From an optimization exercise on the open Yosys and OpenROAD flow, aimed at small area, a short achievable clock period and few clock cycles; shortcuts taken in it are not production practice. No run shown here included a check of the RTL's function; only the layout flow was run. Power figures rest on the tool's default switching activity, not on a simulated workload.

**design/flow/run.sh**
```bash
#!/bin/bash
# synth_recipe.tcl (not shown) runs the flow's synth.tcl, then flattens the netlist and writes it again
# the make line also repeats each setting of config.mk as NAME=value (left out here)
make -C /OpenROAD-flow-scripts/flow DESIGN_CONFIG=/design/flow/config.mk WORK_HOME=/design/flow/orfs CLKGATE_MAP_FILE= SYNTH_SCRIPT=/design/flow/synth_recipe.tcl finish
```
**design/flow/config.mk**
```make
export PLATFORM = sky130hd
export DESIGN_NAME = blabel2_enc
export DESIGN_NICKNAME = blabel2_enc
export VERILOG_FILES = /design/flow/design.v
export SDC_FILE = /design/flow/constraint.sdc
export NUM_CORES = 4
export LEC_CHECK = 0
export CAP_MARGIN = 20
export CORE_MARGIN = 2
export CORE_UTILIZATION = 40
export SLEW_MARGIN = 20
```
**design/flow/constraint.sdc**
```tcl
create_clock -name core_clock -period 10.0 [get_ports {clk}]
set_input_delay 2.0000 -clock core_clock [delete_from_list [all_inputs] [get_ports {clk}]]
set_output_delay 2.0000 -clock core_clock [all_outputs]
set_load 0.01 [all_outputs]
```
**design/flow/design.v**
```verilog
module blabel2_enc (
    input  wire        clk,
    input  wire        rst,
    input  wire        reg_wr,
    input  wire [7:0]  reg_addr,
    input  wire [31:0] reg_wdata,
    output reg  [31:0] reg_rdata,
    output wire        busy,
    output wire        done,
    output wire        error,
    output wire        pix_req,
    output wire [15:0] pix_x,
    output wire [15:0] pix_y,
    input  wire        pix_ack,
    input  wire [7:0]  pix_r,
    input  wire [7:0]  pix_g,
    input  wire [7:0]  pix_b,
    output wire        out_valid,
    output reg  [7:0]  out_data,
    output wire        out_last,
    input  wire        out_ready
);
    localparam [7:0] A_CTRL    = 8'h00;
    localparam [7:0] A_CFG     = 8'h04;
    localparam [7:0] A_WIDTH   = 8'h08;
    localparam [7:0] A_HEIGHT  = 8'h0C;
    localparam [7:0] A_STATUS  = 8'h10;
    localparam [7:0] A_ERRINFO = 8'h14;
    localparam [2:0] P_IDLE  = 3'd0;
    localparam [2:0] P_PRE   = 3'd1;
    localparam [2:0] P_G     = 3'd2;
    localparam [2:0] P_LEN   = 3'd3;
    localparam [2:0] P_LEAD  = 3'd4;
    localparam [2:0] P_IMG   = 3'd5;
    localparam [2:0] P_TRAIL = 3'd6;
    localparam [2:0] P_TERM  = 3'd7;    
    reg  [3:0]  cfg_tape;
    reg         cfg_autocut;
    reg         cfg_inverse;
    reg  [15:0] width_r;
    reg  [15:0] height_r;
    reg         st_done;
    reg  [1:0]  st_errcode;
    reg  [15:0] info_h;
    reg  [3:0]  info_t;
    reg         j_autocut;
    reg         j_inverse;
    reg  [7:0]  j_img;
    wire [15:0] j_width = info_h;
    wire        j_cal   = info_t[3];
    reg  [2:0]  phase;
    reg  [3:0]  pos;
    reg         fbusy;
    reg         shfull;
    reg  [15:0] col;
    reg  [10:0] cnt;         
    reg  [8:0]  sh;
    wire [4:0] h_img5 = height_r[7:3];
    reg        tape_hit;
    always @(*) begin
        case (cfg_tape[2:0])
            3'd0:       tape_hit = (h_img5 == 5'd4);
            3'd1, 3'd2: tape_hit = (h_img5 == 5'd6)  || (h_img5 == 5'd7);
            3'd3, 3'd4: tape_hit = (h_img5 == 5'd8)  || (h_img5 == 5'd10);
            3'd5, 3'd6: tape_hit = (h_img5 == 5'd12) || (h_img5 == 5'd14);
            default:    tape_hit = (h_img5 == 5'd16);
        endcase
    end
    wire h_mult8  = (height_r[2:0] == 3'd0);
    wire is_cal   = (cfg_tape == 4'd8);
    wire bad_tape = cfg_tape[3] && (cfg_tape[2:0] != 3'd0);
    wire cal_ok   = (height_r[15:11] == 5'd0) &&
                    (height_r[10:3] != 8'd0) && (height_r[10:3] <= 8'd251);
    wire tape_ok  = (height_r[15:8] == 8'd0) && tape_hit;
    wire job_ok   = h_mult8 && !cfg_tape[3] ? tape_ok : (is_cal && h_mult8 && cal_ok);
    wire active = (phase != P_IDLE);
    assign busy  = active;
    assign done  = st_done;
    assign error = (st_errcode != 2'd0);
    assign pix_req = fbusy && !(shfull && cnt[0]);
    assign pix_x   = col;
    assign pix_y   = {5'd0, cnt};
    wire [7:0] img_byte = cnt[0] ? sh[8:1] : sh[7:0];
    wire [7:0] fill     = {8{j_inverse}};
    wire [7:0] len_byte = j_cal ? (j_img + 8'd4) : 8'h0F;
    reg [7:0] pre_byte;
    always @(*) begin
        pre_byte = 8'h00;
        if (cnt[8] && cnt[7] && cnt[4]) begin
            case (cnt[3:0])
                4'd0:  pre_byte = 8'h1B;
                4'd1:  pre_byte = 8'h40;
                4'd2:  pre_byte = 8'h1B;
                4'd3:  pre_byte = 8'h69;
                4'd4:  pre_byte = 8'h53;
                4'd5:  pre_byte = 8'h1B;
                4'd6:  pre_byte = 8'h69;
                4'd7:  pre_byte = 8'h4D;
                4'd8:  pre_byte = j_autocut ? 8'h40 : 8'h00;
                4'd9:  pre_byte = 8'h1B;
                4'd10: pre_byte = 8'h69;
                4'd11: pre_byte = 8'h64;
                4'd12: pre_byte = 8'h14;
                default: pre_byte = 8'h00;
            endcase
        end
    end
    wire pre_end = cnt[8] && cnt[7] && cnt[4] && cnt[3] && cnt[2] && cnt[0];    
    always @(*) begin
        case (phase)
            P_PRE:   out_data = pre_byte;
            P_G:     out_data = 8'h47;
            P_LEN:   out_data = len_byte;
            P_IMG:   out_data = img_byte;
            P_TERM:  out_data = pos[0] ? 8'h1A : 8'h5A;
            default: out_data = fill;
        endcase
    end
    assign out_valid = active && (phase != P_IMG || shfull);
    assign out_last  = (phase == P_TERM) && pos[0];
    wire emit  = out_valid && out_ready;
    wire fetch = pix_req && pix_ack;
    wire ink   = (pix_r < 8'd150);
    always @(*) begin
        case (reg_addr)
            A_CFG:     reg_rdata = {26'd0, cfg_inverse, cfg_autocut, cfg_tape};
            A_WIDTH:   reg_rdata = {16'd0, width_r};
            A_HEIGHT:  reg_rdata = {16'd0, height_r};
            A_STATUS:  reg_rdata = {26'd0, st_errcode, 1'b0, error, st_done, active};
            A_ERRINFO: reg_rdata = error ? {info_h, 12'd0, info_t} : 32'd0;
            default:   reg_rdata = 32'd0;
        endcase
    end
    wire start = reg_wr && (reg_addr == A_CTRL) && reg_wdata[0] && !active;
    wire        lead_zero = !j_cal && j_img[4];
    wire [2:0]  lead_sum  = pos[2:0] + j_img[3:1];
    wire        lead_end  = j_cal ? (pos[2:0] == 3'd4) : (lead_sum == 3'd0);
    wire [10:0] cnt_inc  = cnt + 11'd1;
    wire [15:0] col_inc  = col + 16'd1;
    wire        col_end  = (cnt[2:0] == 3'd7) && (cnt_inc[10:3] == j_img);
    wire        last_col = (col_inc == j_width);
    wire        img_last = (cnt[10:3] == 8'd0);
    wire        rec_end  = (phase == P_IMG) ? (img_last && (j_cal || pos == 4'd15))
                                            : (pos == 4'd15);
    wire [2:0]  next_rec = fbusy ? P_G : P_TERM;
    always @(posedge clk) begin
        if (rst) begin
            cfg_tape    <= 4'd0;
            cfg_autocut <= 1'b0;
            cfg_inverse <= 1'b0;
            width_r     <= 16'd0;
            height_r    <= 16'd0;
            st_done     <= 1'b0;
            st_errcode  <= 2'd0;
            phase       <= P_IDLE;
            fbusy       <= 1'b0;
        end else begin
            if (reg_wr) begin
                case (reg_addr)
                    A_CFG: begin
                        cfg_tape    <= reg_wdata[3:0];
                        cfg_autocut <= reg_wdata[4];
                        cfg_inverse <= reg_wdata[5];
                    end
                    A_WIDTH:  width_r  <= reg_wdata[15:0];
                    A_HEIGHT: height_r <= reg_wdata[15:0];
                    default: ;
                endcase
            end
            if (start) begin
                st_done <= 1'b0;
                if (job_ok) begin
                    st_errcode <= 2'd0;
                    phase      <= P_PRE;
                end else
                    st_errcode <= bad_tape ? 2'd1 : 2'd2;
            end else if (emit) begin
                case (phase)
                    P_PRE:   if (pre_end) begin
                                 phase <= (j_width != 16'd0) ? P_G : P_TERM;
                                 fbusy <= (j_width != 16'd0);
                             end
                    P_G:     phase <= P_LEN;
                    P_LEN:   phase <= lead_zero ? P_IMG : P_LEAD;
                    P_LEAD:  if (lead_end) phase <= P_IMG;
                    P_IMG:   if (img_last)
                                 phase <= rec_end ? next_rec : P_TRAIL;
                    P_TRAIL: if (rec_end) phase <= next_rec;
                    P_TERM:  if (pos[0]) begin
                                 phase   <= P_IDLE;
                                 st_done <= 1'b1;
                             end
                    default: ;
                endcase
            end
            if (fetch && col_end && last_col)
                fbusy <= 1'b0;
        end
    end
    always @(posedge clk) begin
        if (start) begin
            info_t    <= cfg_tape;
            info_h    <= job_ok ? width_r : height_r;
            j_autocut <= cfg_autocut;
            j_inverse <= cfg_inverse;
            j_img     <= height_r[10:3];
            cnt       <= 11'd0;
            col       <= 16'd0;
            shfull    <= 1'b0;
        end else begin
            if (emit) begin
                if (phase == P_LEN || phase == P_PRE || rec_end)
                    pos <= 4'd0;
                else
                    pos <= pos + 4'd1;
            end
            if (emit && phase == P_IMG)
                shfull <= 1'b0;
            else if (fetch && cnt[2:0] == 3'd7)
                shfull <= 1'b1;
            if (emit && phase == P_PRE) begin
                cnt <= pre_end ? 11'd0 : cnt_inc;
            end else if (fetch) begin
                sh <= {sh[7:0], ink};
                if (col_end) begin
                    cnt <= 11'd0;
                    if (!last_col)
                        col <= col_inc;
                end else
                    cnt <= cnt_inc;
            end
        end
    end
endmodule
```
==> run summary, run 1 <==
Run status:
- The run finished with no timing, DRC or antenna violations.

CTS:
- The TritonCTS buffer count is 17.
- No sink is reached through more buffers than the 2 on the longest clock path.
- The number of setup buffers added after CTS is 0.
- After clock tree synthesis, the flow added hold-fix buffers numbering 0.
- The maximum level of the CTS H-tree is 4.
- The clock edge transition at the registers on the reported setup and hold paths is approximately 0.050 ns.
- TritonCTS built the clock tree.
- The number of instances resized during post-cts repair is 0.
- Clock tree synthesis selected as its root buffer the cell clkbuf_16.
- The number of clock sinks is 116.
- At the later pin of the worst-skew pair, clock insertion delay measures 0.42 ns.

Synth:
- The fraction of synthesized cell area taken by the top area cell type is 20.47%.
- Counting instances in the post-synthesis netlist gives the leading cell types as nand2_1 (99), dfxtp_1 (73), a21oi_1 (68), nor2_1 (65), mux2i_1 (58).
- Of all flip-flops after synthesis, the portion carrying an async set or reset was 0%.
- The share of synthesized cell area in and, or, nand and nor gates is 24.63%.
- For this run, the number of Yosys warnings is 1.
- The number of enable-type register cells in the synthesized netlist is 43.
- The combined area of all synthesized cells is 7138 µm².
- The cell count after synthesis is roughly 830.
- Multiplexer cells account for about a tenth of the synthesized area.
- Of the total synthesized cell area, the portion taken by XOR and XNOR cells is under 10%.
- The count of distinct cell types in the synthesized netlist is 67.
- The post-synthesis cell type with the largest combined area is dfxtp_1.
- By area, the combinational part of the netlist is dominated by simple AND/OR/NAND/NOR gates.
- A synthesized cell averages 8.642 µm².
- The predominant post-synthesis flop cell is dfxtp_1.
- By instance count, the leading cell after synthesis is nand2_1.
- The adder-cell share of the synthesized area is ~2%.
- The post-synthesis sequential area ratio is 38.56%.
- By area the synthesized netlist is led by dfxtp_1 (20%), edfxtp_1 (18%), mux2i_1 (8.1%).
- In this run, synthesis produced a sequential element count of between 100 and 150.
- The complex-gate fraction of the synthesized area is 15.53%.

Global route:
- The number of global-route vias before repair is ~6,000.
- The first-pass GRT wire length is roughly 32,000 µm.
- Entering global routing, the biggest net connects between 40 and 50 pins.
- The number of antenna violations at the first check in global routing is 0.
- The final global-route overflow total is 0.
- Global routing consumed, over all layers together, approximately 22% of the routing resources.

Power:
- The internal power of the cells totals 1.074 mW.
- The leakage dissipation is 3.310 nW.
- The combinational fraction of design power is 24.1%.
- In this run switching power makes up 29.71% of total power.
- The design draws approximately 1.5 mW.
- The worst-case IR drop observed on VDD is 0.0001372 V.
- In this run the power density over the cells is 172.4 nW/µm².
- The share of power burned in registers is 35.8%.
- The analysis attributes to net switching a power of 0.4539 mW.
- The clock network burns approximately two fifths of the power.

Setup path:
- The critical path endpoint category is a primary output.
- The kind of critical path is input port to primary output.
- The category of the worst setup path launch point is an input port.
- The worst path required time is 8.00 ns.
- The data arrival at the endpoint of the critical path is 4.72 ns.
- The maximum fanout along the worst path is 18.

Timing:
- The sum of negative setup slack is 0 ns.
- Setup repair after global routing left no endpoint under its margin.
- The setup-violating endpoint count in the final report is 0.
- The final hold violation count is 0.
- The fraction of the cycle the final worst path needs is 67.17%.
- Hold is met by 0.4596 ns.
- Static timing analysis puts the maximum clock frequency at 0.1489 GHz.
- The setup skew after layout is 0.008059 ns.
- The actual transition at the worst max-transition pin is 1.068 ns.
- The smallest clock period supported by the final layout is computed as 6.717 ns.
- The final number of max-transition violations was 0.
- The normalized max-slew margin is 28.77%.
- The post-route worst setup slack is 3.283 ns.

Detailed routing:
- The routed design has 19,850 µm of wire.
- The wire length on met3 is 1031 µm.
- The first detailed-routing pass took 5 iterations.
- The sum of met2 wire segment lengths after detailed routing is 9027 µm.
- Dividing the detail-routed via count by the number of cells gives between 5 and 6.
- In the routed design, unresolved DRC markers number 0.
- Detailed routing inserted a total of ~6,300 vias.
- In this run the remaining antenna-violating nets after routing total 0.
- The violation count after the first detailed-routing iteration is roughly 520.
- Dividing the detail-routed wire length by the instance count gives 17.46 µm.
- The detailed router used layers up to and including met4.
- The met1 routed wirelength after detailed routing is about 9500 µm.

Layout:
- The share of the core filled with cells in the final layout is 51.07%.
- After the last flow step, the layout net total stands at 979.
- 0 antenna diodes ended up in the layout.
- Cells with a size suffix above 1 make up roughly 6.5% of the layout.
- Summing all non-filler instances in the final layout gives an area of 8864 µm².
- Relative to the synthesized area, the layout overhead comes to 24.17%.
- The non-filler instance count after layout is 1,137.

Placement:
- Counting tap cells, the placed design contains a total of 1,104 instances.
- The congestion estimate from routability-driven global placement came to 0.8723.
- After detailed placement, the total cell area comes to roughly 8300 µm².
- The count of buffers added on input and output ports is 108.
- At the placement stage, the worst setup path has a slack of 3.302 ns.
- The sum of net half-perimeters after detailed placement is 14,060 µm.

Floorplanning:
- The floorplan step defined a die boundary enclosing 18,930 µm².
- Once the floorplan was initialized, standard cells occupied 41.13% of the core.
- The area inside the core boundary is 17,360 µm².
- For this design the top-level I/O count stands at 147.
- The die width is ~140 µm.
- In this run the vertical extent of the chip is about 140 µm.
- Row generation in the floorplan step produced 48 rows.

Worst hold path:
- The worst min-delay path category is flip-flop to flip-flop.

Job:
- The tool flagged a number of max-cap violations equal to 0.
-- layout by cell type (no fill, tap or decap), drive strengths merged, types with 4 or more instances in the layout --
cell             n
clkdlybuf4s50  108
nand2          100
dfxtp           73
a21oi           68
nor2            66
mux2i           58
edfxtp          43
o21ai           25
nand3           25
clkbuf          24
nor3            22
and2            20
xor2            18
xnor2           17
nand2b          16
a21o            16
inv             15
nor4            14
or3             13
mux2            12
and3            11
nand4           10
or4             10
ha              10
nand3b           9
o31ai            9
a211o            9
nor3b            7
buf              7
nor2b            6
o211ai           6
conb             5
or2              4
a31oi            4
a211oi           4
-- layer usage --
| layer | vias to the layer above | GRT usage [%] |
|---|---|---|
| met5 | - | 0 |
| met4 | 0 | 6.816 |
| met3 | 25 | 4.268 |
| met2 | 196 | 33.61 |
| met1 | 2987 | 30.56 |
| li1 | 3137 | - |
-- cell type report --
| class | count | area [µm²] |
|---|---|---|
| inverters | 13 | 48.80 |
| clock buffers | 24 | 493.0 |
| repair buffers | 115 | 1137 |
| flip-flops and latches | 116 | 2753 |
| fillers | 1685 | 8493 |
| clock inverters | 8 | 97.59 |
| well taps | 225 | 281.5 |
| multi-input cells | 636 | 4053 |
-- cells by family (layout without fill, tap and decap cells) --
| group | Yosys count | in the layout |
|---|---|---|
| simple gates | 342 | 342 |
| compound gates | 173 | 173 |
| flops | 116 | 116 |
| buf+inv | 78 | 160 |
| mux | 70 | 70 |
| xor+xnor | 35 | 35 |
| fa+ha+maj | 11 | 11 |
| other cells | 1 | 5 |
-- state kept, by name (all words and copies together) (netlist names) --
name and cells:
col 16, shfull 1, cfg_inverse 1, pos 4, height_r 16, st_errcode 2, j_autocut 1, j_img 8
cfg_tape 4, phase 3, fbusy 1, info_t 4, cnt 11, info_h 16, width_r 16, sh 9
st_done 1, j_inverse 1, cfg_autocut 1
-- path summary, 6_finish.rpt --
kind / start / endpoint / slack, ns / depth (start not counted)
worst max-delay path: reg_addr[1] / reg_rdata[0] / 3.28 / 7
worst min-delay path: sh[0] / sh[1] / 0.46 / 0
worst max register to register: cnt[0] / col[14] / 6.38 / 8
worst min register to register: sh[0] / sh[1] / 0.46 / 0
-- worst max-delay path, cell delays in order --
cell and delay [ns]:
clkdlybuf4s50_1 0.40, nor3_1 0.23, nand2_1 0.10, nor3b_1 0.60, and3_1 0.59, a22o_1 0.24
clkdlybuf4s50_1 0.55
-- power by group through the flow --
stage                     registers [mW]  logic [mW]  clock network [mW]
after floorplan                    0.530       0.257                   0
after global placement             0.557       0.364                   0
after detailed placement           0.557       0.365                   0
after CTS                          0.546       0.368               0.620
after global routing               0.551       0.409               0.644
final                              0.547       0.368               0.613
==> run 2, diff against run 1 <==
==> design/flow/flow/run.sh (new file) <==
#!/bin/bash
# Own layout flow: the standard ORFS flow (standard.sh) with
#  - synthesis through flow/synth.tcl (area-oriented ABC mapping),
#  - port buffers of a given cell (BUFFER_PORTS_ARGS) instead of the default.
set -euo pipefail
here=$(pwd)
export OWN_ABC_SCRIPT=$here/flow/abc_area.script
bash standard.sh SYNTH_SCRIPT=$here/flow/synth.tcl \
  "BUFFER_PORTS_ARGS=-buffer_cell sky130_fd_sc_hd__buf_2" finish > $here/flow_make.log 2>&1
==> design/flow/flow/abc_area.script (new file) <==
strash
ifraig
scorr
dc2
strash
dch -f
amap
topo
==> design/flow/flow/synth.tcl (new file) <==
# The standard flow's synthesis (synth_recipe.tcl) with one change: ABC maps the logic with
# the area-oriented script beside this file instead of ORFS's speed script.
# Registers are mapped before ABC runs, so they are the same as the standard flow's.
proc synth {args} { yosys synth -nofsm -noshare {*}$args }
proc abc {args} {
  set i [lsearch -exact $args -script]
  if {$i >= 0} { set args [lreplace $args [expr {$i+1}] [expr {$i+1}] $::env(OWN_ABC_SCRIPT)] }
  yosys abc {*}$args
}
source $::env(SCRIPTS_DIR)/synth.tcl
# left out here: clear keep_hierarchy, flatten, clean up, hide names made inside functions, write 1_2_yosys.v
==> design/flow/standard.sh (new file) <==
#!/bin/bash
# synth_recipe.tcl (not shown) runs the flow's synth.tcl, then flattens the netlist and writes it again
# the make line also repeats each setting of config.mk as NAME=value (left out here)
make -C /OpenROAD-flow-scripts/flow DESIGN_CONFIG=/design/flow/config.mk WORK_HOME=/design/flow/orfs CLKGATE_MAP_FILE= SYNTH_SCRIPT=/design/flow/synth_recipe.tcl "${@:-finish}"
removed: design/flow/run.sh
==> run 2 against run 1 <==
  * Routed wire length decreased by 12%
  * Sequential cell count unchanged
  * Combinational power decreased by about 70%
  * First-iteration DRC count increased by 10%
  * Synthesized cell count down 9.3%
  * Via count down 5.1%
  * Fmax up 1.1%
  * Still clean
  * Die area is 15% lower
  * Highest routed layer unchanged
==> run summary, run 2 <==
Layout:
- The area of all placed cells without fillers is 7433 µm² (-16%).
- In the layout the commonest cells are clkinv_1 (130), nor2_1 (121), buf_2 (108), dfxtp_1 (73), a21oi_1 (70).
- Leaving out fill and tap cells, the most frequent cell in the layout is clkinv_1.
- The final antenna diode count was 0 (unchanged).
- The layout overhead on the synthesized area is 23.10%.
- The count of nets after finishing came to 958 (-2.1%).
- The fraction of final layout cells with drive strength greater than 1 is 16.05% (+9.6 points).
- The share of the core filled with cells in the final layout came to 50.76% (-0.31 points).
- The non-filler instance count after layout was 1,075 (-5.5%).

Timing:
- The normalized max-slew margin was 34.87% (+6.1 points).
- The maximum operating frequency is 0.1505 GHz (+1.1%).
- The final hold violation count was 0 (unchanged).
- The actual transition at the worst max-transition pin is 0.9745 ns (-0.09394 ns).
- The sum of negative setup slack is 0 ns (unchanged).
- The setup-violating endpoint count in the final report was 0 (unchanged).
- The fraction of the cycle the final worst path needs is 66.43% (-0.74 points).
- The setup skew after layout came to 0.008522 ns (+0.0004628 ns).
- The final number of max-transition violations came to 0 (unchanged).
- The post-route worst setup slack was 3.357 ns (+0.07447 ns).
- The post-route minimum period is 6.643 ns (-0.07447 ns).
- Setup repair after global routing left no endpoint under its margin.
- The worst hold slack was 0.4349 ns (-0.02469 ns).

Global route:
- The final global-route overflow total is 0 (unchanged).
- The number of antenna violations at the first check in global routing came to 0 (unchanged).
- The first-pass GRT wire length is 28,160 µm (-11%).
- The total routing usage reported by global routing is 21.85% (+0.11 points).
- The number of global-route vias before repair is 5,698 (-3.3%).
- The maximum number of pins on one net before global-route repair is 34 (-26%).

Setup path:
- The longest individual stage delay on the worst path is 0.76 ns (+0.16 ns).
- The library cell contributing the largest single delay on the critical path is nor3_1.
- The worst path required time is 8.00 ns (about the same).
- The terminus of the critical flop-to-flop path is col[9].
- The worst setup path is of the input port to primary output kind.
- The cell class contributing the biggest share of worst-path delay is simple AND/OR/NAND/NOR gates.
- The worst reg-to-reg setup slack was 4.26 ns (-2.12 ns).
- The most numerous cell type found on the critical path is buf_2.
- The critical path endpoint category is a primary output.
- The data arrival at the endpoint of the critical path was 4.64 ns (-0.08 ns).
- The origin of the critical flop-to-flop path is col[0].
- Traced cell by cell, the critical path runs through buf_2 > or2_0 > or3_1 > nor3_1 > clkinv_1 > o22ai_1 > buf_2.
- STA classifies the critical path startpoint as an input port.
- The logic depth of the worst register-to-register path is 20 (+12).
- The maximum fanout along the worst path was 11 (-7).
- The buffers plus inverters on the worst setup path was 3 (+1).

Synth:
- In the synthesized netlist, the cells that appear most often are clkinv_1 (130), nor2_1 (121), dfxtp_1 (73), a21oi_1 (70), o21ai_0 (58).
- The number of register bits inferred by synthesis is 116 (unchanged).
- The combined area of all synthesized cells is 6038 µm² (-15%).
- The share of synthesized cell area in and, or, nand and nor gates was 17.82% (-6.8 points).
- The predominant post-synthesis flop cell is dfxtp_1.
- The proportion of synthesized flip-flops having asynchronous set or reset came to 0% (unchanged).
- The count of yosys warnings during synthesis is 1 (unchanged).
- The count of distinct cell types in the synthesized netlist was 42 (-37%).
- The portion of netlist area occupied by mux cells is 0% (-10 points).
- dfxtp_1 takes more of the synthesized area than any other cell.
- Among all cell types in the netlist, the one instantiated most often is clkinv_1.
- The adder-cell share of the synthesized area is 2.404% (+0.37 points).
- The cell count after synthesis is 749 (-9.3%).
- The fraction of synthesized cell area taken by the top area cell type is 24.20% (+3.7 points).
- The main combinational cell family by area after synthesis is compound AO/OA/AOI/OAI gates.
- By area the synthesized netlist is led by dfxtp_1 (24%), edfxtp_1 (21%), clkinv_1 (8.1%).
- The number of enable-type register cells in the synthesized netlist was 43 (unchanged).
- The complex-gate fraction of the synthesized area came to 25.28% (+9.7 points).
- The XOR/XNOR share of the synthesized area is 0.1450% (-4.1 points).
- The post-synthesis sequential area ratio is 45.59% (+7.0 points).
- The post-synthesis average cell area is 8.062 µm² (-6.7%).

Worst hold path:
- The worst hold endpoint is j_img[1].
- The startpoint identified for the worst hold timing path is height_r[4].
- The path class of the tightest hold or removal check is flip-flop to flip-flop.
- The number of instances on the worst hold path came to 0 (unchanged).

Floorplanning:
- The height of the die is 126.9 µm (-7.8%).
- The die width is 126.9 µm (-7.8%).
- The I/O pin count came to 147 (unchanged).
- The total die area is 16,090 µm² (-15%).
- The row count is 44 (-8.3%).
- The area inside the core boundary came to 14,640 µm² (-16%).
- The effective utilization at floorplan is 41.23% (+0.11 points).

Placement:
- The global placement routability congestion is 0.9314 (+6.8%).
- The post-place setup slack is 3.396 ns (+0.09402 ns).
- The count of placed standard cells including taps is 1,043 (-5.5%).
- The sum of net half-perimeters after detailed placement came to 13,000 µm (-7.5%).
- The placed cell area is 6827 µm² (-17%).
- The number of input and output port buffers inserted was 108 (unchanged).

Detailed routing:
- The vias per cell is 5.601 (+0.37%).
- The routed wire length is 17,570 µm (-12%).
- The violation count after the first detailed-routing iteration is 576 (+10%).
- The routed wirelength normalized by instance count was 16.34 µm (-6.4%).
- The detailed-route DRC error count was 0 (unchanged).
- The total number of vias came to 6,021 (-5.1%).
- The remaining antenna violation count after routing is 0 (unchanged).
- The number of optimization iterations in the first detailed-route pass was 5 (unchanged).

CTS:
- The maximum level of the CTS H-tree is 4 (unchanged).
- The maximum buffer depth of the clock tree is 2 (unchanged).
- The number of instances resized during post-cts repair came to 0 (unchanged).
- The clock latency on the worst-skew pair is 0.42 ns (about the same).
- TritonCTS built the clock tree.
- The buffer count from post-CTS setup fixing is 0 (unchanged).
- The clock edge transition at the registers on the reported setup and hold paths is 0.05 ns (about the same).
- The quantity of hold-fixing buffers added after cts is 0 (unchanged).
- The TritonCTS buffer count is 17 (unchanged).
- The number of clock sinks is 116 (unchanged).
- The root buffer cell is clkbuf_16.

Job:
- The count of maximum capacitance violations is 0 (unchanged).

Power:
- The power per unit of standard cell area is 166.9 nW/µm² (-3.2%).
- The highest ir drop seen on vdd is 0.0001200 V (-13%).
- The overall power is 1.241 mW (-19%).
- The leakage dissipation was 2.806 nW (-15%).

Run status:
- The run finished with no timing, DRC or antenna violations.
run 2: cell type report:
class / count / area (µm²)
clock buffer: 22 / 486.7
clock inverter: 10 / 120.1
fill: 1431 / 7211
inverter: 130 / 488.0
multi-input combinational: 502 / 2793
sequential: 116 / 2753
tap: 184 / 230.2
timing repair buffer: 111 / 563.0
run 2: worst max-delay path by stage:
stage | from | endpoint | slack [ns] | cells past startpoint
final | reg_addr[7] | reg_rdata[7] | 3.36 | 7
after global routing | reg_addr[7] | reg_rdata[9] | 3.26 | 7
after CTS | reg_addr[7] | reg_rdata[10] | 3.43 | 7
after detailed placement | reg_addr[7] | reg_rdata[10] | 3.40 | 7
after global placement | reg_addr[7] | reg_rdata[9] | 3.43 | 7
after floorplan | reg_addr[7] | phase[2] | 3.44 | 8
run 2: cells by family after synthesis:
kind of cell / Yosys count
xor gates and xnor gates: 1
AOI/OAI and AO/OA: 242
other: 1
adders and majority gates: 11
DFF: 116
and+or+nand+nor: 243
buffers and inverters: 135
run 2: report_power, final:
part           total (mW)  leakage [nW]  switching (mW)  internal (mW)
Combinational       0.111          1.53          0.0685         0.0423
Clock               0.620         0.288           0.223          0.397
Sequential          0.510         0.987          0.0135          0.496
run 2: worst register-to-register path, stage by stage, from the launching register on:
cell and delay [ns]:
dfxtp_1 0.43, ha_1 0.22, clkinv_1 0.09, nor3_1 0.28
clkinv_1 0.13, nor3_1 0.27, clkinv_1 0.13, nor3_1 0.26
clkinv_1 0.13, o22ai_1 0.30, a21oi_1 0.12, a2111oi_0 0.40
o221ai_1 0.20, a2111oi_0 0.42, o221ai_1 0.20, nor2_1 0.12
o211a_1 0.15, o221ai_1 0.17, nand4_1 0.55, clkinv_1 0.63
a221oi_1 0.46
run 2: layer usage:
layer / GRT usage (%) / vias up / wire, µm / part of all wire [%]
met5: 0 / - / 0 / 0
met4: 7.563 / 0 / 326 / 1.9
met3: 4.091 / 28 / 1072 / 6.1
met2: 35.23 / 232 / 8045 / 46
met1: 29.56 / 2768 / 8125 / 46
li1: - / 2993 / - / -
==> run 3, diff against run 2 <==
--- a/design/flow/config.mk
+++ b/design/flow/config.mk
@@ -9,3 +9,4 @@
 export CORE_MARGIN = 2
 export CORE_UTILIZATION = 40
+export SETUP_SLACK_MARGIN = 4
 export SLEW_MARGIN = 20
==> run 3 against run 2 <==
  * Still clean
  * Clock-buffer cell count is 4 lower
  * Largest power group unchanged
  * First-iteration DRC count down 5.9%
  * Global-route usage grew 0.83 points
  * Via count increased by 1.8%
  * Area after synthesis did not move
  * Combinational power about the same
  * Design area increased by 1.2%
==> run summary, run 3 <==
Setup path:
- Among the stages of the critical path, the cell type that occurs most often is buf_2.
- The category of the worst setup path launch point is an input port.
- The critical path endpoint category is a primary output.
- The worst setup path is of the input port to primary output kind.
- The logic depth of the worst register-to-register path was 20 (unchanged).
- The worst setup path endpoint is reg_rdata[4].
- The total number of cells along the worst setup path was 7 (unchanged).
- The longest individual stage delay on the worst path was 0.51 ns (-0.25 ns).
- The startpoint of the most critical setup path is reg_addr[7].
- The worst path required time is 8.00 ns (about the same).
- The data arrival at the endpoint of the critical path is 3.91 ns (-0.73 ns).
- The worst reg-to-reg setup slack was 4.87 ns (+0.61 ns).
- The origin of the critical flop-to-flop path is col[0].
- The cell class contributing the biggest share of worst-path delay is simple AND/OR/NAND/NOR gates.
- The buffers plus inverters on the worst setup path is 3 (unchanged).
- The signal on the critical path passes through buf_2 > or2_0 > or3_1 > nor2_1 > clkinv_1 > o221ai_1 > buf_2.
- Among all stages on the critical path, the largest delay is contributed by or3_1.
- The terminus of the critical flop-to-flop path is col[9].
- The maximum fanout along the worst path is 5 (-6).

Floorplanning:
- The die width was 126.9 µm (unchanged).
- The effective utilization at floorplan came to 41.23% (unchanged).
- The I/O pin count is 147 (unchanged).
- The total die area was 16,090 µm² (unchanged).
- The area inside the core boundary is 14,640 µm² (unchanged).
- The row count was 44 (unchanged).
- The height of the die is 126.9 µm (unchanged).

Timing:
- The sum of negative setup slack came to 0 ns (unchanged).
- The actual transition at the worst max-transition pin is 0.9988 ns (+0.02426 ns).
- The final number of max-transition violations was 0 (unchanged).
- The setup skew after layout is 0.008473 ns (-0.00004916 ns).
- The final hold violation count is 0 (unchanged).
- The setup-violating endpoint count in the final report is 0 (unchanged).
- Setup repair after global routing could not meet its margin everywhere.
- The normalized max-slew margin is 33.25% (-1.6 points).
- The post-route minimum period is 5.907 ns (-0.7354 ns).
- The fraction of the cycle the final worst path needs came to 59.07% (-7.4 points).
- The maximum operating frequency is 0.1693 GHz (+12%).
- The worst hold slack was 0.4410 ns (+0.006103 ns).

Layout:
- The fraction of final layout cells with drive strength greater than 1 is 17.52% (+1.5 points).
- The share of the core filled with cells in the final layout was 51.35% (+0.59 points).
- In the layout the commonest cells are clkinv_1 (126), nor2_1 (121), buf_2 (108), dfxtp_1 (73), a21oi_1 (70).
- The count of nets after finishing is 963 (+0.52%).
- Leaving out fill and tap cells, the most frequent cell in the layout is clkinv_1.
- The layout overhead on the synthesized area is 24.53%.
- The final antenna diode count is 0 (unchanged).

CTS:
- The CTS tree is built.
- The TritonCTS buffer count was 17 (unchanged).
- The clock latency on the worst-skew pair is 0.43 ns (about the same).
- Clock tree synthesis selected as its root buffer the cell clkbuf_16.
- The number of clock sinks was 116 (unchanged).
- The maximum level of the CTS H-tree is 4 (unchanged).
- The maximum buffer depth of the clock tree came to 2 (unchanged).
- The clock edge transition at the registers on the reported setup and hold paths is 0.06 ns (about the same).

Power:
- The leakage dissipation was 2.835 nW (+1.0%).
- The combinational fraction of design power is 9.1% (+0.2 points).
- The power per unit of standard cell area is 166.3 nW/µm² (-0.39%).
- The highest ir drop seen on vdd is 0.0001191 V (-0.79%).
- The overall power came to 1.250 mW (+0.77%).
- The relative contribution of the clock network to total power came to 50.2% (+0.2 points).
- The share of power burned in registers is 40.8% (-0.3 points).
- The power spent charging and discharging nets is 0.3176 mW (+4.1%).
- The fraction of power spent switching nets is 25.40% (+0.82 points).
- The internal power is 0.9326 mW (-0.33%).

Detailed routing:
- The routed wire length is 18,040 µm (+2.7%).
- The met1 routed wirelength after detailed routing came to 8181 µm (+0.69%).
- The vias per cell came to 5.676 (+1.3%).
- The total number of vias is 6,130 (+1.8%).
- The violation count after the first detailed-routing iteration is 542 (-5.9%).
- The wire length on met3 is 1217 µm (+14%).
- The routed wirelength normalized by instance count is 16.70 µm (+2.2%).
- The remaining antenna violation count after routing is 0 (unchanged).
- The highest routed metal layer is met4.
- The number of optimization iterations in the first detailed-route pass is 5 (unchanged).
- The sum of met2 wire segment lengths after detailed routing came to 8362 µm (+3.9%).
- The detailed-route DRC error count came to 0 (unchanged).

Global route:
- The final global-route overflow total was 0 (unchanged).
- The first-pass GRT wire length was 28,930 µm (+2.7%).
- The number of antenna violations at the first check in global routing is 0 (unchanged).
- The number of global-route vias before repair is 5,781 (+1.5%).
- The maximum number of pins on one net before global-route repair is 34 (unchanged).
- The total routing usage reported by global routing came to 22.68% (+0.83 points).

Synth:
- The cell count after synthesis came to 749 (unchanged).
- The number of register bits inferred by synthesis is 116 (unchanged).
- The XOR/XNOR share of the synthesized area is 0.1450% (unchanged).
- The predominant post-synthesis flop cell is dfxtp_1.
- Ranked by total cell area, the synthesized netlist is headed by dfxtp_1 (24%), edfxtp_1 (21%), clkinv_1 (8.1%).
- The portion of netlist area occupied by mux cells is 0% (unchanged).
- The complex-gate fraction of the synthesized area is 25.28% (unchanged).
- By area, the combinational part of the netlist is dominated by compound AO/OA/AOI/OAI gates.
- The proportion of synthesized flip-flops having asynchronous set or reset is 0% (unchanged).
- The number of enable-type register cells in the synthesized netlist is 43 (unchanged).
- The count of distinct cell types in the synthesized netlist is 42 (unchanged).
- The share of synthesized cell area in and, or, nand and nor gates is 17.82% (unchanged).
- The adder-cell share of the synthesized area came to 2.404% (unchanged).
- The post-synthesis cell type with the largest combined area is dfxtp_1.
- The combined area of all synthesized cells came to 6038 µm² (unchanged).
- The post-synthesis average cell area is 8.062 µm² (unchanged).
- The count of yosys warnings during synthesis is 1 (unchanged).
- In the post-synthesis netlist, the cell with the most instances is clkinv_1.
- The post-synthesis sequential area ratio came to 45.59% (unchanged).
- The fraction of synthesized cell area taken by the top area cell type was 24.20% (unchanged).
- By count the netlist is led by clkinv_1 (130), nor2_1 (121), dfxtp_1 (73), a21oi_1 (70), o21ai_0 (58).

Job:
- The count of maximum capacitance violations is 0 (unchanged).

Placement:
- The sum of net half-perimeters after detailed placement is 13,160 µm (+1.2%).
- The global placement routability congestion came to 0.9222 (-0.99%).
- The number of input and output port buffers inserted is 108 (unchanged).

Run status:
- The flow ran to the end and the layout has no timing, DRC or antenna violations.

Worst hold path:
- The worst min-delay path category is flip-flop to flip-flop.
[run 3: power groups by stage]
stage	clock network, mW	logic (mW)	registers [mW]
CTS	0.633	0.112	0.509
finish	0.627	0.114	0.510
global placement	0	0.109	0.519
global route	0.657	0.127	0.511
floorplan	0	0.0706	0.518
detailed placement	0	0.112	0.519
[run 3: metrics by stage]
step / cells / cell area (µm²) / setup slack (ns)
6_report: 1080 / 7520 / 4.093
5_1_grt: 1080 / 7520 / 4.005
4_1_cts: 1075 / 7476 / 4.087
3_5_place_dp: 1043 / 6844 / 3.380
3_3_place_gp: 1043 / 6839 / 3.371
2_1_floorplan: 753 / 6066 / 4.197
[run 3: kinds of logic (layout without fill, tap and decap cells)]
family          count (synthesis)  count (layout)
compound gates                242             242
xor+xnor                        1               1
fa+ha+maj                      11              11
buf+inv                       135             278
flops                         116             116
other cells                     1               5
simple gates                  243             243
[run 3: worst min-delay path by stage]
stage,slack (ns),from,cells past startpoint,end
2_1_floorplan,0.42,cfg_autocut,0,j_autocut
3_3_place_gp,0.42,height_r[4],0,j_img[1]
6_report,0.44,height_r[4],0,j_img[1]
4_1_cts,0.45,height_r[4],0,j_img[1]
3_5_place_dp,0.43,cfg_inverse,0,j_inverse
5_1_grt,0.46,cfg_inverse,0,j_inverse
[run 3: final cells by class]
cell class,instances,area [µm²]
Fill cell,1405,7124
Multi-Input combinational cell,502,2831
Sequential cell,116,2753
Timing Repair Buffer,116,600.6
Inverter,130,498.0
Clock buffer,18,429.2
Tap cell,184,230.2
Clock inverter,14,177.7
[run 3: what timing repair did]
item / in CTS / in global routing
hold buffers: 0 / 0
setup buffers: 0 / 5
pin swaps: 0 / 2
resized for setup: 7 / 3
endpoints found under the setup margin: 32 / 24
[run 3: routing by layer]
layer  vias up  GRT usage [%]
met2       264          36.31
met4         0          6.593
met5         -              0
met1      2833          30.22
met3        31          6.158
li1       3002              -
==> run 4, diff against run 3 <==
--- a/design/flow/config.mk
+++ b/design/flow/config.mk
@@ -9,4 +9,4 @@
 export CORE_MARGIN = 2
 export CORE_UTILIZATION = 40
-export SETUP_SLACK_MARGIN = 4
+export SETUP_SLACK_MARGIN = 5
 export SLEW_MARGIN = 20
==> run 4 against run 3 <==
  * First-iteration DRC count grew 7.7%
  * Power grew 2.3%
  * Via count grew 1.6%
  * Critical endpoint is now reg_rdata[31]
==> run summary, run 4 <==
Run status:
- The run finished with no timing, DRC or antenna violations.

Layout:
- The fraction of final layout cells with drive strength greater than 1 is 24.20% (+6.7 points).
- The top cell types in the final layout, fill and taps aside, are clkinv_1 (124), nor2_1 (102), buf_2 (82), dfxtp_1 (72), a21oi_1 (69).
- The count of nets after finishing is 976 (+1.3%).
- The layout overhead on the synthesized area is 38.38%.
- The filler cell count in the final layout is 1,284 (-8.6%).
- The final antenna diode count was 0 (unchanged).
- Leaving out fill and tap cells, the most frequent cell in the layout is clkinv_1.

Floorplanning:
- The die width is 126.9 µm (unchanged).
- The I/O pin count is 147 (unchanged).
- The row count is 44 (unchanged).
- The total die area is 16,090 µm² (unchanged).
- The area inside the core boundary was 14,640 µm² (unchanged).
- The effective utilization at floorplan is 41.23% (unchanged).
- The height of the die is 126.9 µm (unchanged).

Placement:
- The number of input and output port buffers inserted came to 108 (unchanged).
- The global placement routability congestion is 0.9017 (-2.2%).
- The sum of net half-perimeters after detailed placement came to 13,160 µm (about the same).

Synth:
- In the synthesized netlist the dominant register cell turns out to be dfxtp_1.
- The cell count after synthesis is 749 (unchanged).
- The number of register bits inferred by synthesis is 116 (unchanged).
- The post-synthesis cell type with the largest combined area is dfxtp_1.
- The combined area of all synthesized cells is 6038 µm² (unchanged).
- The post-synthesis average cell area is 8.062 µm² (unchanged).
- The number of enable-type register cells in the synthesized netlist is 43 (unchanged).
- The post-synthesis sequential area ratio came to 45.59% (unchanged).
- In the post-synthesis netlist, the cell with the most instances is clkinv_1.
- The commonest cells after synthesis are clkinv_1 (130), nor2_1 (121), dfxtp_1 (73), a21oi_1 (70), o21ai_0 (58).
- The fraction of synthesized cell area taken by the top area cell type is 24.20% (unchanged).
- The count of distinct cell types in the synthesized netlist is 42 (unchanged).
- The count of yosys warnings during synthesis is 1 (unchanged).
- Sorting the synthesized cells by area gives the leading types as dfxtp_1 (24%), edfxtp_1 (21%), clkinv_1 (8.1%).
- The proportion of synthesized flip-flops having asynchronous set or reset is 0% (unchanged).

Detailed routing:
- The detailed-route DRC error count is 0 (unchanged).
- The routed wirelength normalized by instance count was 17.38 µm (+4.1%).
- The violation count after the first detailed-routing iteration is 584 (+7.7%).
- The number of optimization iterations in the first detailed-route pass came to 7 (+2).
- The vias per cell came to 5.699 (+0.41%).
- The remaining antenna violation count after routing is 0 (unchanged).
- The total number of vias was 6,229 (+1.6%).
- The routed wire length came to 19,000 µm (+5.3%).

Setup path:
- The longest individual stage delay on the worst path came to 0.40 ns (-0.11 ns).
- The startpoint identified for the worst register-to-register timing path is col[0].
- The buffers plus inverters on the worst setup path is 4 (+1).
- The critical path in this run is classified as input port to primary output.
- The worst reg-to-reg setup slack is 5.36 ns (+0.49 ns).
- The maximum fanout along the worst path is 8 (+3).
- The library cell contributing the largest single delay on the critical path is or3b_4.
- The logic depth of the worst register-to-register path was 21 (+5.0%).
- The cell class contributing the biggest share of worst-path delay is simple AND/OR/NAND/NOR gates.
- The data arrival at the endpoint of the critical path is 3.56 ns (-0.35 ns).
- The worst register-to-register path ends at col[10].
- The total number of cells along the worst setup path is 8 (+1).
- The critical path endpoint category is a primary output.
- Traced cell by cell, the critical path runs through buf_6 > or2_1 > or3b_4 > nor3_4 > clkinv_4 > buf_16 > nor2_2 > buf_2.
- The category of the worst setup path launch point is an input port.
- The worst path required time is 8.00 ns (about the same).

Global route:
- The final global-route overflow total is 0 (unchanged).
- The maximum number of pins on one net before global-route repair is 34 (unchanged).
- The total routing usage reported by global routing is 23.22% (+0.53 points).
- The number of antenna violations at the first check in global routing was 0 (unchanged).
- The global routing met3 resource utilization is 5.272% (-0.89 points).
- The met2 track utilization from global routing is 36.56% (+0.25 points).
- The global routing stage identified its most utilized layer as met2.
- The met1 track demand over resource is 31.50% (+1.3 points).
- The first-pass GRT wire length was 29,730 µm (+2.7%).
- The number of global-route vias before repair came to 5,813 (+0.55%).

Power:
- The share of power burned in registers is 39.9% (-0.9 points).
- The combinational fraction of design power is 9.1% (about the same).
- The highest ir drop seen on vdd is 0.0001281 V (+7.6%).
- The internal power was 0.9588 mW (+2.8%).
- The relative contribution of the clock network to total power came to 51.0% (+0.8 points).
- The power spent charging and discharging nets is 0.3208 mW (+1.0%).
- The power per unit of standard cell area was 153.1 nW/µm² (-7.9%).
- The fraction of power spent switching nets was 25.07% (-0.33 points).
- The leakage dissipation was 3.022 nW (+6.6%).

CTS:
- The maximum buffer depth of the clock tree is 2 (unchanged).
- The root buffer cell is clkbuf_16.
- The TritonCTS buffer count is 17 (unchanged).
- TritonCTS built the clock tree.
- The quantity of hold-fixing buffers added after cts is 0 (unchanged).
- The number of clock sinks is 116 (unchanged).
- The clock latency on the worst-skew pair is 0.42 ns (about the same).
- The maximum level of the CTS H-tree is 4 (unchanged).
- The clock edge transition at the registers on the reported setup and hold paths is 0.05 ns (about the same).

Timing:
- The final hold violation count is 0 (unchanged).
- The actual transition at the worst max-transition pin is 1.017 ns (+0.01820 ns).
- The post-route minimum period is 5.565 ns (-0.3427 ns).
- The normalized max-slew margin was 32.04% (-1.2 points).
- The maximum operating frequency is 0.1797 GHz (+6.2%).
- Setup repair after global routing could not meet its margin everywhere.
- The setup skew after layout came to 0.006382 ns (-0.002091 ns).
- The final number of max-transition violations was 0 (unchanged).
- The worst hold slack came to 0.4348 ns (-0.006215 ns).
- The fraction of the cycle the final worst path needs was 55.65% (-3.4 points).
- The setup-violating endpoint count in the final report was 0 (unchanged).
- The sum of negative setup slack came to 0 ns (unchanged).

Worst hold path:
- The path class of the tightest hold or removal check is flip-flop to flip-flop.
- The startpoint of the worst hold path is cfg_inverse.
- The number of instances on the worst hold path is 0 (unchanged).
- The worst hold endpoint is j_inverse.

Job:
- The count of maximum capacitance violations came to 0 (unchanged).
run 4: power by group through the flow:
stage / Sequential (mW) / Combinational, mW / Clock (mW)
5_1_grt: 0.511 / 0.131 / 0.681
4_1_cts: 0.509 / 0.114 / 0.657
3_5_place_dp: 0.519 / 0.111 / 0
6_report: 0.510 / 0.117 / 0.653
2_1_floorplan: 0.518 / 0.0723 / 0
3_3_place_gp: 0.519 / 0.109 / 0
run 4: per-layer routing:
layer	part of all wire (%)	up-vias	routed length, µm
met4	2.4	0	447
met1	44	2873	8390
met2	46	296	8775
met5	0	-	0
li1	-	3018	-
met3	7.3	42	1385
run 4: worst max-delay path by stage:
stage | start | endpoint
final | reg_addr[6] | reg_rdata[31]
after global routing | reg_addr[6] | reg_rdata[1]
after CTS | reg_addr[7] | reg_rdata[31]
after detailed placement | reg_addr[7] | reg_rdata[8]
after global placement | reg_addr[7] | reg_rdata[8]
after floorplan | reg_addr[7] | reg_rdata[12]
run 4: final cells by class:
| cell class | instances | area, µm² | area share [%] |
|---|---|---|---|
| clock buffer | 17 | 425.4 | 5.091 |
| clock inverter | 15 | 203.9 | 2.441 |
| inverter | 130 | 541.8 | 6.484 |
| multi-input combinational | 502 | 3239 | 38.77 |
| sequential | 116 | 2754 | 32.96 |
| tap | 184 | 230.2 | 2.755 |
| timing repair buffer | 126 | 920.9 | 11.02 |
| timing repair inverter | 3 | 40.04 | 0.4792 |
run 4: through the flow:
stage / utilization (%) / std cells / worst slack [ns] / area, µm² / power (mW)
2_1_floorplan: - / 753 / 4.638 / 6341 / 0.5907
3_3_place_gp: 48.57 / 1044 / 4.181 / 7113 / 0.6279
3_5_place_dp: 48.57 / 1044 / 4.194 / 7113 / 0.6304
4_1_cts: 54.66 / 1088 / 4.401 / 8004 / 1.280
5_1_grt: 57.06 / 1093 / 4.387 / 8356 / 1.324
6_report: 57.06 / 1093 / 4.435 / 8356 / 1.280
run 4: kinds of logic (layout without fill, tap and decap cells):
| group | Yosys count | count (layout) | share of synthesized area (%) |
|---|---|---|---|
| compound gates | 242 | 242 | 25.28 |
| xor+xnor | 1 | 1 | 0.1451 |
| fa+ha+maj | 11 | 11 | 2.404 |
| buf+inv | 135 | 291 | 8.703 |
| flops | 116 | 116 | 45.59 |
| other cells | 1 | 5 | 0.06210 |
| simple gates | 243 | 243 | 17.82 |
run 4: timing repair:
item	in CTS	in global routing
pin swaps	8	9
setup buffers	10	3
gates resized for setup	25	58
endpoints found under the setup margin	50	67
cloned	2	2
run 4: worst reg2reg max path: stages, from the launching register on:
cell	delay, ns
dfxtp_1	0.41
ha_1	0.20
clkinv_1	0.09
nor3_2	0.23
clkinv_1	0.16
nor3_2	0.24
clkinv_1	0.14
nor3_2	0.23
clkinv_1	0.13
nor3_1	0.27
clkinv_1	0.17
o22ai_1	0.33
nor2_1	0.09
a2111oi_1	0.42
o221ai_1	0.19
nor2_1	0.13
o211a_1	0.16
o221ai_1	0.20
nand4_1	0.24
buf_4	0.16
inv_4	0.08
a221oi_1	0.28
==> run 5, diff against run 4 <==
--- a/design/flow/design.v
+++ b/design/flow/design.v
@@ -5,5 +5,5 @@
     input  wire [7:0]  reg_addr,
     input  wire [31:0] reg_wdata,
-    output reg  [31:0] reg_rdata,
+    output wire [31:0] reg_rdata,
     output wire        busy,
     output wire        done,
@@ -51,5 +51,4 @@
     reg  [2:0]  phase;
     reg  [3:0]  pos;
-    reg         fbusy;
     reg         shfull;
     reg  [15:0] col;
@@ -78,4 +77,6 @@
     assign done  = st_done;
     assign error = (st_errcode != 2'd0);
+    wire   more    = (col != j_width);
+    wire   fbusy   = (phase[2:1] != 2'b00) && more;
     assign pix_req = fbusy && !(shfull && cnt[0]);
     assign pix_x   = col;
@@ -122,14 +123,15 @@
     wire fetch = pix_req && pix_ack;
     wire ink   = (pix_r < 8'd150);
-    always @(*) begin
-        case (reg_addr)
-            A_CFG:     reg_rdata = {26'd0, cfg_inverse, cfg_autocut, cfg_tape};
-            A_WIDTH:   reg_rdata = {16'd0, width_r};
-            A_HEIGHT:  reg_rdata = {16'd0, height_r};
-            A_STATUS:  reg_rdata = {26'd0, st_errcode, 1'b0, error, st_done, active};
-            A_ERRINFO: reg_rdata = error ? {info_h, 12'd0, info_t} : 32'd0;
-            default:   reg_rdata = 32'd0;
-        endcase
-    end
+    blabel2_rd u_rd (
+        .addr   (reg_addr),
+        .cfg    ({cfg_inverse, cfg_autocut, cfg_tape}),
+        .width  (width_r),
+        .height (height_r),
+        .status ({st_errcode, 1'b0, error, st_done, active}),
+        .err    (error),
+        .info_h (info_h),
+        .info_t (info_t),
+        .rdata  (reg_rdata)
+    );
     wire start = reg_wr && (reg_addr == A_CTRL) && reg_wdata[0] && !active;
     wire        lead_zero = !j_cal && j_img[4];
@@ -139,9 +141,8 @@
     wire [15:0] col_inc  = col + 16'd1;
     wire        col_end  = (cnt[2:0] == 3'd7) && (cnt_inc[10:3] == j_img);
-    wire        last_col = (col_inc == j_width);
     wire        img_last = (cnt[10:3] == 8'd0);
     wire        rec_end  = (phase == P_IMG) ? (img_last && (j_cal || pos == 4'd15))
                                             : (pos == 4'd15);
-    wire [2:0]  next_rec = fbusy ? P_G : P_TERM;
+    wire [2:0]  next_rec = more ? P_G : P_TERM;
     always @(posedge clk) begin
         if (rst) begin
@@ -154,5 +155,4 @@
             st_errcode  <= 2'd0;
             phase       <= P_IDLE;
-            fbusy       <= 1'b0;
         end else begin
             if (reg_wr) begin
@@ -177,8 +177,5 @@
             end else if (emit) begin
                 case (phase)
-                    P_PRE:   if (pre_end) begin
-                                 phase <= (j_width != 16'd0) ? P_G : P_TERM;
-                                 fbusy <= (j_width != 16'd0);
-                             end
+                    P_PRE:   if (pre_end) phase <= next_rec;
                     P_G:     phase <= P_LEN;
                     P_LEN:   phase <= lead_zero ? P_IMG : P_LEAD;
@@ -194,6 +191,4 @@
                 endcase
             end
-            if (fetch && col_end && last_col)
-                fbusy <= 1'b0;
         end
     end
@@ -225,6 +220,5 @@
                 if (col_end) begin
                     cnt <= 11'd0;
-                    if (!last_col)
-                        col <= col_inc;
+                    col <= col_inc;
                 end else
                     cnt <= cnt_inc;
@@ -233,2 +227,24 @@
     end
 endmodule
+module blabel2_rd (
+    input  wire [7:0]  addr,
+    input  wire [5:0]  cfg,
+    input  wire [15:0] width,
+    input  wire [15:0] height,
+    input  wire [5:0]  status,
+    input  wire        err,
+    input  wire [15:0] info_h,
+    input  wire [3:0]  info_t,
+    output reg  [31:0] rdata
+);
+    always @(*) begin
+        case (addr)
+            8'h04:   rdata = {26'd0, cfg};
+            8'h08:   rdata = {16'd0, width};
+            8'h0C:   rdata = {16'd0, height};
+            8'h10:   rdata = {26'd0, status};
+            8'h14:   rdata = err ? {info_h, 12'd0, info_t} : 32'd0;
+            default: rdata = 32'd0;
+        endcase
+    end
+endmodule
==> design/flow/flow/run.sh (replaced) <==
#!/bin/bash
# Own layout flow: the standard ORFS flow (standard.sh) with
#  - synthesis through flow/synth.tcl (per-module ABC scripts, hierarchy kept
#    through ABC and flattened after, as synth_recipe.tcl does),
#  - port buffers of a given cell (BUFFER_PORTS_ARGS) instead of the default.
# The make output goes to flow_make.log; ORFS keeps each step's log under orfs/logs.
set -euo pipefail
here=$(pwd)
export OWN_ABC_SCRIPT=$here/flow/abc_area.script
bash standard.sh SYNTH_SCRIPT=$here/flow/synth.tcl SYNTH_HIERARCHICAL=1 \
  "BUFFER_PORTS_ARGS=-buffer_cell sky130_fd_sc_hd__buf_2" finish > $here/flow_make.log 2>&1
==> design/flow/flow/synth.tcl (replaced) <==
# The standard flow's synthesis (synth_recipe.tcl) with one change: ABC maps the top
# module with the area-oriented script beside this file, and the register
# read port (module blabel2_rd, logic only) with ORFS's own speed script.
# Registers are mapped before ABC runs, so they are the same as the standard flow's.
proc synth {args} { yosys synth -nofsm -noshare {*}$args }
proc abc {args} {
  set i [lsearch -exact $args -script]
  set area [lreplace $args [expr {$i+1}] [expr {$i+1}] $::env(OWN_ABC_SCRIPT)]
  yosys abc {*}$area blabel2_enc
  yosys abc {*}$args blabel2_rd
}
source $::env(SCRIPTS_DIR)/synth.tcl
# left out here: clear keep_hierarchy, flatten, clean up, hide names made inside functions, write 1_2_yosys.v
--- a/design/flow/config.mk
+++ b/design/flow/config.mk
@@ -9,4 +9,4 @@
 export CORE_MARGIN = 2
 export CORE_UTILIZATION = 40
-export SETUP_SLACK_MARGIN = 5
+export SETUP_SLACK_MARGIN = 4.5
 export SLEW_MARGIN = 20
==> run 5 against run 4 <==
  * Clock power fell by 11%
  * Sequential power decreased by 2%
  * Sequential cell count fell by 1
  * Final cell count fell by 6.4%
  * Sequential share of layout area rose by 4.4 points
  * Still clean on timing, DRC and antenna
  * Routed wire length is 10% lower
  * Critical path type unchanged
  * First-iteration DRC count fell by 11%
  * Register-to-register slack worse by 0.42 ns
  * Largest power group unchanged
  * Utilization is 6.6 points lower
==> run summary, run 5 <==
Synth:
- The library cell with the highest instance count after synthesis is nor2_1.
- The count of distinct cell types in the synthesized netlist came to 57 (+36%).
- The post-synthesis cell type with the largest combined area is dfxtp_1.
- The post-synthesis sequential area ratio is 45.92% (+0.33 points).
- The number of register bits inferred by synthesis is 115 (-0.86%).
- The proportion of synthesized flip-flops having asynchronous set or reset is 0% (unchanged).
- Ranked by total cell area, the synthesized netlist is headed by dfxtp_1 (24%), edfxtp_1 (22%), nor2_1 (8.1%).
- The post-synthesis average cell area came to 8.501 µm² (+5.4%).
- The number of enable-type register cells in the synthesized netlist is 43 (unchanged).
- The fraction of synthesized cell area taken by the top area cell type is 24.22% (about the same).
- The cell count after synthesis is 700 (-6.5%).
- Ranked by instance count, the synthesized netlist is headed by nor2_1 (128), dfxtp_1 (72), clkinv_1 (67), a21oi_1 (53), nand2_1 (51).
- The combined area of all synthesized cells came to 5951 µm² (-1.5%).
- Among all flip-flop cells after synthesis, the most frequent one is dfxtp_1.
- The count of yosys warnings during synthesis is 8 (+7).

Run status:
- The flow ran to the end and the layout has no timing, DRC or antenna violations.

Layout:
- The share of the core filled with cells in the final layout is 50.42% (-6.6 points).
- The final antenna diode count was 0 (unchanged).
- The count of nets after finishing was 906 (-7.2%).
- Leaving out fill and tap cells, the most frequent cells in the layout are nor2_1 (127), buf_2 (108), dfxtp_1 (70), clkinv_1 (67), a21oi_1 (53).
- The layout overhead on the synthesized area is 23.15%.
- The fraction of final layout cells with drive strength greater than 1 is 19.55% (-4.7 points).
- The most common library cell in the layout ignoring fill and taps is nor2_1.

Detailed routing:
- The wire length on met3 is 910 µm (-34%).
- The routed wirelength normalized by instance count is 16.69 µm (-4.0%).
- The routed wire length was 17,080 µm (-10%).
- The number of optimization iterations in the first detailed-route pass was 5 (-2).
- The met1 routed wirelength after detailed routing is 7876 µm (-6.1%).
- The sum of met2 wire segment lengths after detailed routing is 7955 µm (-9.3%).
- Signal routing reaches up to met4.
- The vias per cell is 5.529 (-3.0%).
- The violation count after the first detailed-routing iteration is 522 (-11%).
- The detailed-route DRC error count is 0 (unchanged).
- The remaining antenna violation count after routing is 0 (unchanged).
- The total number of vias came to 5,656 (-9.2%).

Timing:
- The setup-violating endpoint count in the final report is 0 (unchanged).
- The actual transition at the worst max-transition pin is 0.7479 ns (-0.2691 ns).
- Setup repair after global routing could not meet its margin everywhere.
- The final number of max-transition violations was 0 (unchanged).
- The normalized max-slew margin is 49.83% (+18 points).
- The final hold violation count was 0 (unchanged).
- The maximum operating frequency was 0.1857 GHz (+3.3%).
- The sum of negative setup slack is 0 ns (unchanged).
- The setup skew after layout is 0.007567 ns (+0.001185 ns).
- The fraction of the cycle the final worst path needs is 53.86% (-1.8 points).
- The post-route minimum period is 5.386 ns (-0.1793 ns).

Floorplanning:
- The area inside the core boundary is 14,530 µm² (-0.75%).
- The row count is 44 (unchanged).
- The effective utilization at floorplan is 40.94% (-0.29 points).
- The I/O pin count is 147 (unchanged).
- The die width is 126.0 µm (-0.71%).
- The height of the die was 126.0 µm (-0.71%).
- The total die area is 15,870 µm² (-1.4%).

Setup path:
- The worst setup path is launched from an input port.
- The worst path required time is 8.00 ns (about the same).
- The data arrival at the endpoint of the critical path came to 3.39 ns (-0.17 ns).
- The maximum fanout along the worst path is 12 (+4).
- The critical path is of the input port to primary output type.
- STA classifies the critical path endpoint as a primary output.

CTS:
- The TritonCTS buffer count is 17 (unchanged).
- TritonCTS built the clock tree.
- The quantity of hold-fixing buffers added after cts is 0 (unchanged).
- The maximum level of the CTS H-tree is 4 (unchanged).
- The maximum buffer depth of the clock tree was 2 (unchanged).
- The number of clock sinks came to 115 (-0.86%).
- The clock edge transition at the registers on the reported setup and hold paths is 0.05 ns (about the same).
- The tree is rooted in a clkbuf_16.
- The clock latency on the worst-skew pair is 0.42 ns (about the same).

Worst hold path:
- The worst hold path belongs to the class flip-flop to flip-flop.

Placement:
- The global placement routability congestion came to 0.8939 (-0.87%).
- The number of input and output port buffers inserted is 108 (unchanged).
- The sum of net half-perimeters after detailed placement is 12,550 µm (-4.7%).

Job:
- The count of maximum capacitance violations is 0 (unchanged).

Power:
- The power per unit of standard cell area is 156.8 nW/µm² (+2.4%).
- The relative contribution of the clock network to total power is 50.8% (-0.2 points).
- The fraction of power spent switching nets is 25.08% (about the same).
- The leakage dissipation is 2.813 nW (-6.9%).
- The internal power is 0.8608 mW (-10%).
- The share of power burned in registers is 43.4% (+3.5 points).
- The combinational fraction of design power is 5.7% (-3.4 points).
- The highest ir drop seen on vdd was 0.0001114 V (-13%).
- The power spent charging and discharging nets is 0.2881 mW (-10%).

Global route:
- The number of global-route vias before repair was 5,257 (-9.6%).
- The maximum number of pins on one net before global-route repair is 64 (+88%).
- The number of antenna violations at the first check in global routing is 0 (unchanged).
- The final global-route overflow total is 0 (unchanged).
- The total routing usage reported by global routing came to 21.47% (-1.8 points).
- The first-pass GRT wire length is 26,890 µm (-9.5%).
==> run 5: power groups by stage <==
stage,Clock (mW),Sequential [mW],Combinational (mW)
global route,0.612,0.500,0.0729
finish,0.584,0.499,0.0657
detailed placement,0,0.508,0.0642
floorplan,0,0.507,0.0386
CTS,0.593,0.498,0.0647
global placement,0,0.507,0.0625
==> run 5: worst paths after layout <==
check,start,endpoint,slack (ns),cells past startpoint
setup / recovery,reg_addr[1],reg_rdata[4],4.61,6
hold / removal,sh[0],sh[1],0.45,0
hold reg to reg,sh[0],sh[1],0.45,0
setup reg to reg,cnt[0],col[15],4.94,24
==> run 5: per-module statistics from Yosys (local to each module, per instance) <==
module	cells inside	times used	area, µm²
blabel2_rd	67	1	514.2
blabel2_enc	633	1	5436
==> run 5: kinds of logic after synthesis <==
kind of cell | after synthesis | synth area share (%)
xor gates and xnor gates | 2 | 0.2944
muxes | 4 | 0.7569
other | 1 | 0.06302
buffers and inverters | 77 | 5.488
adders and majority gates | 11 | 2.439
and+or+nand+nor | 280 | 22.04
AOI/OAI and AO/OA | 210 | 23.00
DFF | 115 | 45.92
==> run 5: cell type report <==
class,count,area (µm²)
multi-input combinational,513,2972
fill,1468,7206
inverter,67,251.5
sequential,115,2738
timing repair buffer,112,570.5
clock inverter,15,141.4
tap,184,230.2
clock buffer,17,425.4
==> run 5: through the flow <==
| stage | setup WS (ns) | instances | area (µm²) | hold WS [ns] | total power, mW |
|---|---|---|---|---|---|
| after detailed placement | 4.376 | 990 | 6711 | 0.4372 | 0.5717 |
| after global routing | 4.434 | 1023 | 7328 | 0.4678 | 1.185 |
| after CTS | 4.483 | 1022 | 7286 | 0.4499 | 1.156 |
| after global placement | 4.424 | 990 | 6711 | 0.4393 | 0.5699 |
| after floorplan | 4.142 | 705 | 5993 | 0.4275 | 0.5458 |
| final | 4.614 | 1023 | 7328 | 0.4485 | 1.149 |
==> run 5: critical path, cell delays in order <==
cell     delay [ns]
buf_2          0.13
nor4b_4        0.43
nand2_2        0.11
nor2_4         0.31
a221o_1        0.25
buf_2          0.14
==> run 5: routing by layer <==
metal,GRT usage [%],vias to the layer above
met5,0,-
met4,8.920,0
met3,4.460,29
met2,33.52,211
met1,29.08,2610
li1,-,2806
==> run 5: timing repair <==
item                                    CTS  global route
endpoints found under the setup margin   28             8
resized for setup                         3            10
buffers inserted                          0             1
pin swaps                                 0             2

static timing again, ports no longer ideal:
The flow's constraints put no driver on any port. The routed layouts listed below were extracted and timed again, unchanged, in two steps.
Step 1 (the two cells are an assumption about what drives the block):
set clk [get_ports {clk}]
set_driving_cell -lib_cell sky130_fd_sc_hd__clkbuf_16 $clk
set_driving_cell -lib_cell sky130_fd_sc_hd__buf_2 [delete_from_list [all_inputs] $clk]
Step 2, shift: input delay + t, output delay - t, t = (earliest + latest rising clock arrival at the registers) / 2. This alone moves slack from input paths to output paths.
a / b / c = ideal / step 1 / step 2; a / b = the first two.
run	shift t [ns]	slack for setup (ns)	worst setup path after step 2	latest minus earliest clock arrival (ns)	worst data-port slew with drivers (ns)
run 1	0.461	3.283 / 3.261 / 3.261	input to output	0.008 / 0.008	0.04
run 2	0.455	3.357 / 3.339 / 3.339	input to output	0.008 / 0.008	0.03
run 3	0.465	4.093 / 4.074 / 4.074	input to output	0.009 / 0.009	0.04
run 4	0.461	4.435 / 4.403 / 4.403	input to output	0.007 / 0.007	0.04
run 5	0.457	4.614 / 4.595 / 4.595	input to output	0.010 / 0.009	0.03
After both steps every run listed still meets setup and hold. The setup slack of run 4, which loses most, moves by -0.032 ns with the drivers and by -0.032 ns with both steps.
